What follows belongs to an exercise in optimizing a design on an open flow for small area, a short achievable clock period and few clock cycles; a production flow would make more cautious choices.
At most, simulation tests tie the RTL to the original design; equivalence was not proved.
Power and IR drop assume default switching activity.

== build 53 ==
## scc
module scc (
    input  wire        clk,
    input  wire        rst,           
    input  wire        cmd_valid,
    input  wire [7:0]  cmd,
    output reg         ready,
    input  wire        ofs_we,
    input  wire [31:0] ofs_wdata,
    output reg  [31:0] ofs,
    output wire [31:0] msf,           
    output reg  [31:0] edc,
    output wire [31:0] status,
    output reg         mem_en,
    output reg         mem_we,
    output reg  [11:0] mem_addr,
    output reg  [7:0]  mem_wdata,
    input  wire [7:0]  mem_rdata
);
    function [7:0] gf_mul2;             
        input [7:0] x;
        gf_mul2 = {x[6:0], 1'b0} ^ (x[7] ? 8'h1D : 8'h00);
    endfunction
    function [7:0] gf_mul;              
        input [7:0] a;
        input [7:0] b;
        integer i;
        reg [7:0] p, t;
        begin
            p = 8'h00;
            t = a;
            for (i = 0; i < 8; i = i + 1) begin
                if (b[i]) p = p ^ t;
                t = gf_mul2(t);
            end
            gf_mul = p;
        end
  ...
Size in the first run: about 1600 cells after synthesis, ~200 I/O pins, roughly 0.014 mm^2 of cells after synthesis.
Settings: LEC_CHECK=0, CAP_MARGIN=20, CORE_MARGIN=2, CORE_UTILIZATION=40, PLACE_DENSITY=0.75, SLEW_MARGIN=20; clock period 27.0 ns.
standard.sh (not shown) runs the stock make flow with config.mk's settings and CLKGATE_MAP_FILE= SYNTH_SCRIPT=/design/flow/synth_recipe.tcl, a recipe that flattens the netlist after the stock synthesis.
==> flow/flow/run.sh <==
#!/bin/bash
# The standard layout (standard.sh) with these changes:
# - port buffers are buf_1 cells instead of the default delay buffers;
# - the clock tree uses larger sink clusters and no dummy loads;
# - the timing repair aims for a period well below the clock's (a setup
#   margin), may size cells to other footprints, and repairs the worst
#   endpoint only.
# ORFS writes each step's full log under orfs/logs; make's own output goes to
# flow_make.log here.
set -o pipefail
bash standard.sh SETUP_SLACK_MARGIN=${SCC_SETUP_MARGIN:-20.5} MATCH_CELL_FOOTPRINT=0 \
    TNS_END_PERCENT=0 "BUFFER_PORTS_ARGS=-buffer_cell sky130_fd_sc_hd__buf_1" \
    "CTS_ARGS=-sink_clustering_enable -repair_clock_nets -sink_clustering_size 24 -sink_clustering_max_diameter 100 -dont_use_dummy_load -sink_clustering_levels 1" \
    finish > flow_make.log 2>&1
Testbench counts of build 53, summed over its fixed seeds: cycles 406,049.
Input-level comparison between build 78 and build 53:
-- flow/flow/run.sh --
<<< build 53, line 12
    TNS_END_PERCENT=0 "BUFFER_PORTS_ARGS=-buffer_cell sky130_fd_sc_hd__buf_1" \
    "CTS_ARGS=-sink_clustering_enable -repair_clock_nets -sink_clustering_size 24 -sink_clustering_max_diameter 100 -dont_use_dummy_load -sink_clustering_levels 1" \
    finish > flow_make.log 2>&1
>>> build 78, line 12
    TNS_END_PERCENT=0 "BUFFER_PORTS_ARGS=-buffer_cell sky130_fd_sc_hd__buf_1" \
    "CTS_ARGS=-sink_clustering_enable -repair_clock_nets -sink_clustering_size 24 -sink_clustering_max_diameter 100 -dont_use_dummy_load" \
    finish > flow_make.log 2>&1
## What came out
Setup slack across build 53 and build 78: no real change.
Diff build 53..build 78 | fraction of area in multi-input gates | unchanged
Proportion of power drawn by the clock network of build 53 is on par with build 78.
From build 53 to build 78, number of instances on the worst hold path did not move at all.
Between build 53 and build 78, the number of clock buffers in the layout does not differ in any meaningful way.
Diff build 53..build 78 | count of flip-flops with a built-in enable after synthesis | unchanged
Reported for build 53 and build 78, area of the die turned out identical to the last digit.
[inputs] build 86 vs build 78
-- flow/flow/run.sh --
<<< build 78, line 12
    TNS_END_PERCENT=0 "BUFFER_PORTS_ARGS=-buffer_cell sky130_fd_sc_hd__buf_1" \
    "CTS_ARGS=-sink_clustering_enable -repair_clock_nets -sink_clustering_size 24 -sink_clustering_max_diameter 100 -dont_use_dummy_load" \
    finish > flow_make.log 2>&1
>>> build 86, line 12
    TNS_END_PERCENT=0 "BUFFER_PORTS_ARGS=-buffer_cell sky130_fd_sc_hd__buf_1" \
    "CTS_ARGS=-sink_clustering_enable -repair_clock_nets -sink_clustering_size 24 -sink_clustering_max_diameter 100 -dont_use_dummy_load -no_insertion_delay" \
    finish > flow_make.log 2>&1
Results
- Re xor and xnor area share after synthesis: no difference whatsoever between build 78 and build 86.
- Changes observed in build 86 relative to build 78: share of the cycle needed by the critical path after routing comparable, total power now sits at about the same level, overall track demand over capacity in global routing saw little to no change, post-placement cell count stayed essentially flat, layout overhead on the synthesized area saw little to no change.
- Buffers plus inverters on the worst setup path came out exactly the same in build 86 and build 78.
- Build 86 -> build 78: last weighted congestion value of the routability-driven placer delta 0, exact match

========
## run 4
Another version of the RTL of scc (not shown whole).
Size in the first run: ~1,600 cells after synthesis, roughly 240 flip-flops, ~200 I/O pins, about 0.015 sq mm of cells after synthesis.
## scc
module scc (
    input  wire        clk,
    input  wire        rst,           
    input  wire        cmd_valid,
    input  wire [7:0]  cmd,
    output reg         ready,
    input  wire        ofs_we,
    input  wire [31:0] ofs_wdata,
    output reg  [31:0] ofs,
    output wire [31:0] msf,           
    output reg  [31:0] edc,
    output wire [31:0] status,
    output reg         mem_en,
    output reg         mem_we,
    output reg  [11:0] mem_addr,
    output reg  [7:0]  mem_wdata,
    input  wire [7:0]  mem_rdata
);
clock: 27.0 ns
lec_check: 0
cap_margin: 20
core_margin: 2
core_utilization: 65
place_density: 0.8
slew_margin: 20
==> flow/flow/run.sh <==
#!/bin/bash
# The standard layout (standard.sh) with these changes:
# - port buffers are buf_2 cells instead of the default delay buffers;
# - the timing repair aims for a period well below the clock's (a setup
#   margin), may size cells to other footprints, and repairs the worst
#   endpoint only.
# ORFS writes each step's full log under orfs/logs; make's own output goes to
# flow_make.log here.
set -o pipefail
bash standard.sh SETUP_SLACK_MARGIN=${SCC_SETUP_MARGIN:-20.5} MATCH_CELL_FOOTPRINT=0 \
    TNS_END_PERCENT=0 "BUFFER_PORTS_ARGS=-buffer_cell sky130_fd_sc_hd__buf_2" \
    finish > flow_make.log 2>&1
Relative to run 4, the following input files were edited for run 1:
Settings: PLACE_DENSITY now 0.6, was 0.8; CORE_UTILIZATION now 40, was 65.
==> notes.md <==
Run 1 finished every step from synthesis to the final layout, and the layout passed the timing, design-rule and antenna checks.
Run 4 vs run 1, launching instance or port of the critical path: ofs[5] vs addr_ok
On design area, run 1 does worse than run 4.
Run 1 — antenna diode count 1 lower, run 4 as reference
Switching share of power | run 1 above run 4
Comparing run 4 against run 1, there is no change at all in max-slew violation count.
Delta(quantity of gates resized following cts, run 1 - run 4) > 0
In the tables for run 1 and run 4, global-route usage reads higher with run 4.
Run 1 ended up with more standard cells than run 4.
Total length of routed wires (run 4 / run 1): 0.930
Function was not checked in any run of this note: the RTL went through the layout flow alone.

========
scc, a different RTL version from the one above (not shown whole).
Size: about 230 flip-flops.
export LEC_CHECK = 0
export CAP_MARGIN = 20
export CORE_MARGIN = 2
export CORE_UTILIZATION = 40
export CTS_CLUSTER_DIAMETER = 100
export CTS_CLUSTER_SIZE = 24
export PLACE_DENSITY = 0.6
export SLEW_MARGIN = 20
create_clock -name core_clock -period 27.0 [get_ports {clk}]
==> flow/flow/run.sh <==
#!/bin/bash
# The standard layout (standard.sh) with these changes:
# - port buffers are buf_1 cells instead of the default delay buffers;
# - the timing repair aims for a period well below the clock's (a setup
#   margin), may size cells to other footprints, and repairs the worst
#   endpoint only.
# ORFS writes each step's full log under orfs/logs; make's own output goes to
# flow_make.log here.
set -o pipefail
bash standard.sh SETUP_SLACK_MARGIN=${SCC_SETUP_MARGIN:-20.5} MATCH_CELL_FOOTPRINT=0 \
    TNS_END_PERCENT=0 "BUFFER_PORTS_ARGS=-buffer_cell sky130_fd_sc_hd__buf_1" \
    finish > flow_make.log 2>&1
The baseline finished clean.
Testbench counts at the start, summed over its fixed seeds: cycles 406,049.
Edit:
==> flow/flow/run.sh (replaced) <==
#!/bin/bash
# The standard layout (standard.sh) with these changes:
# - port buffers are buf_1 cells instead of the default delay buffers;
# - the timing repair aims for a period well below the clock's (a setup
#   margin) and may size cells to other footprints.
# ORFS writes each step's full log under orfs/logs; make's own output goes to
# flow_make.log here.
set -o pipefail
bash standard.sh SETUP_SLACK_MARGIN=${SCC_SETUP_MARGIN:-20.6} MATCH_CELL_FOOTPRINT=0 \
    TNS_END_PERCENT=100 "BUFFER_PORTS_ARGS=-buffer_cell sky130_fd_sc_hd__buf_1" \
    finish > flow_make.log 2>&1
After rerunning: Routed wire length climbs by about 4%; total power climbs by about 1.7%; area after synthesis stays the same.
Edit:
==> flow/flow/run.sh (replaced) <==
#!/bin/bash
# The standard layout (standard.sh) with these changes:
# - port buffers are buf_1 cells instead of the default delay buffers;
# - the clock tree uses larger sink clusters and no dummy loads;
# - the timing repair aims for a period well below the clock's (a setup
#   margin), may size cells to other footprints, and repairs the worst
#   endpoint only.
# ORFS writes each step's full log under orfs/logs; make's own output goes to
# flow_make.log here.
set -o pipefail
bash standard.sh SETUP_SLACK_MARGIN=${SCC_SETUP_MARGIN:-20.5} MATCH_CELL_FOOTPRINT=0 \
    TNS_END_PERCENT=0 "BUFFER_PORTS_ARGS=-buffer_cell sky130_fd_sc_hd__buf_1" \
    "CTS_ARGS=-sink_clustering_enable -repair_clock_nets -sink_clustering_size 30 -sink_clustering_max_diameter 110 -dont_use_dummy_load" \
    finish > flow_make.log 2>&1
--- a/flow/config.mk
+++ b/flow/config.mk
@@ -10,4 +10,2 @@
 export CORE_UTILIZATION = 40
-export CTS_CLUSTER_DIAMETER = 100
-export CTS_CLUSTER_SIZE = 24
 export PLACE_DENSITY = 0.6
The changed run passed the timing, design-rule and antenna checks.
Final cell count came out lower by 3.7%.
Register-to-register slack got worse by 0.02 ns.
Die area does not change.
Edit:
--- a/flow/flow/run.sh
+++ b/flow/flow/run.sh
@@ -12,3 +12,3 @@
     TNS_END_PERCENT=0 "BUFFER_PORTS_ARGS=-buffer_cell sky130_fd_sc_hd__buf_1" \
-    "CTS_ARGS=-sink_clustering_enable -repair_clock_nets -sink_clustering_size 30 -sink_clustering_max_diameter 110 -dont_use_dummy_load" \
+    "CTS_ARGS=-sink_clustering_enable -repair_clock_nets -sink_clustering_size 24 -sink_clustering_max_diameter 100 -dont_use_dummy_load" \
     finish > flow_make.log 2>&1
--- a/flow/config.mk
+++ b/flow/config.mk
@@ -9,4 +9,4 @@
 export CORE_MARGIN = 2
-export CORE_UTILIZATION = 40
-export PLACE_DENSITY = 0.6
+export CORE_UTILIZATION = 50
+export PLACE_DENSITY = 0.7
 export SLEW_MARGIN = 20
What happened: The changed run finished with timing, DRC and antenna clean; worst setup slack loses 0.020 ns; via count rose by 0.65%; die area fell by 20%; sequential share of layout area rose by 0.12 points; power rose by 1.7%; utilization rose by 11 points; routed wire length fell by 3.0%; area after synthesis does not change; global-route usage rose by 4.3 points; count of clock-buffer cells in the layout rose by 2.

========
the reference run:
scc again, from the RTL that the note above started with.
clock: 27.0 ns
lec_check: 0
cap_margin: 20
core_margin: 2
core_utilization: 40
place_density: 0.75
slew_margin: 20
==> flow/flow/run.sh <==
#!/bin/bash
# The standard layout (standard.sh) with these changes:
# - port buffers are buf_1 cells instead of the default delay buffers;
# - the clock tree uses larger sink clusters and no dummy loads;
# - the timing repair aims for a period well below the clock's (a setup
#   margin), may size cells to other footprints, and repairs the worst
#   endpoint only.
# ORFS writes each step's full log under orfs/logs; make's own output goes to
# flow_make.log here.
set -o pipefail
bash standard.sh SETUP_SLACK_MARGIN=${SCC_SETUP_MARGIN:-20.5} MATCH_CELL_FOOTPRINT=0 \
    TNS_END_PERCENT=0 "BUFFER_PORTS_ARGS=-buffer_cell sky130_fd_sc_hd__buf_1" \
    "CTS_ARGS=-sink_clustering_enable -repair_clock_nets -sink_clustering_size 24 -sink_clustering_max_diameter 100 -dont_use_dummy_load" \
    finish > flow_make.log 2>&1
The reference run: flow completed, timing, DRC and antenna clean
Testbench counts of the reference run, summed over its fixed seeds: cycles 406,049.
[inputs] the trial run vs the reference run
Settings: CTS_CLUSTER_DIAMETER: unset -> 100; PLACE_DENSITY: 0.75 -> 0.6; CTS_CLUSTER_SIZE: unset -> 24.
==> flow/flow/run.sh <==
#!/bin/bash
# The standard layout (standard.sh) with these changes:
# - port buffers are buf_2 cells instead of the default delay buffers;
# - the timing repair aims for a period well below the clock's (a setup
#   margin), may size cells to other footprints, and repairs the worst
#   endpoint only.
# ORFS writes each step's full log under orfs/logs; make's own output goes to
# flow_make.log here.
set -o pipefail
bash standard.sh SETUP_SLACK_MARGIN=${SCC_SETUP_MARGIN:-20.5} MATCH_CELL_FOOTPRINT=0 \
    TNS_END_PERCENT=0 "BUFFER_PORTS_ARGS=-buffer_cell sky130_fd_sc_hd__buf_2" \
    finish > flow_make.log 2>&1
### Flow results
Going from the reference run to the trial run, number of global-route vias before repair shrinks by 184.
On the trial run: clock latency of the later-clocked register in the worst-skew pair is 0.02 ns higher than what the reference run gave.
Re number of register bits inferred by synthesis: no difference whatsoever between the reference run and the trial run.
Power attributed to the clock group is lower on the reference run
In the trial run relative to the reference run, first-pass GRT wire length had gone up by a few percent.
Re register share of the cell area: the reference run and the trial run aren't equal, and the lower value belongs to the trial run.
Clock period minus final worst setup slack deteriorates in the trial run relative to the reference run.
From the reference run to the trial run the numbers moved as follows: layout overhead on the synthesized area moved up, non-clock buffer count saw an increase.

[port drivers added, routing unchanged]
The flow's constraints put no driver on any port. The routed layouts listed below were extracted and timed again, unchanged, in two steps. Step 1 assumes that a clkbuf_16 drives the clock port and a buf_2 every other input. Step 2 also shifts input and output timing later by t, the mid clock arrival at the registers, as if the neighbouring blocks saw the same clock. Slacks: no drivers / after step 1 / after step 2; pairs: no drivers / after step 1.
| run | shift t [ns] | slack for setup (ns) | worst data-port slew with drivers (ns) |
|---|---|---|---|
| build 53 | 0.542 | 20.442 / 20.391 / 20.512 | 0.04 |
| build 78 | 0.542 | 20.442 / 20.391 / 20.512 | 0.04 |
| build 86 | 0.542 | 20.442 / 20.391 / 20.512 | 0.04 |
| run 4 | 0.587 | 20.362 / 20.311 / 19.937 | 0.06 |
| run 1 | 0.608 | 20.382 / 20.331 / 19.904 | 0.05 |
| the first run of note 3 | 0.548 | 20.469 / 20.420 / 20.302 | 0.09 |
| the second run of note 3 | 0.547 | 20.518 / 20.469 / 20.255 | 0.09 |
| the third run of note 3 | 0.534 | 20.481 / 20.428 / 20.289 | 0.08 |
| the fourth run of note 3 | 0.522 | 20.460 / 20.413 / 20.291 | 0.06 |
| the reference run | 0.523 | 20.492 / 20.442 / 20.317 | 0.08 |
| the trial run | 0.544 | 20.467 / 20.412 / 20.363 | 0.07 |
After both steps setup and hold are still met in every run listed. The setup slack of run 1, which loses most, moves by -0.051 ns with the drivers and by -0.478 ns with both steps.
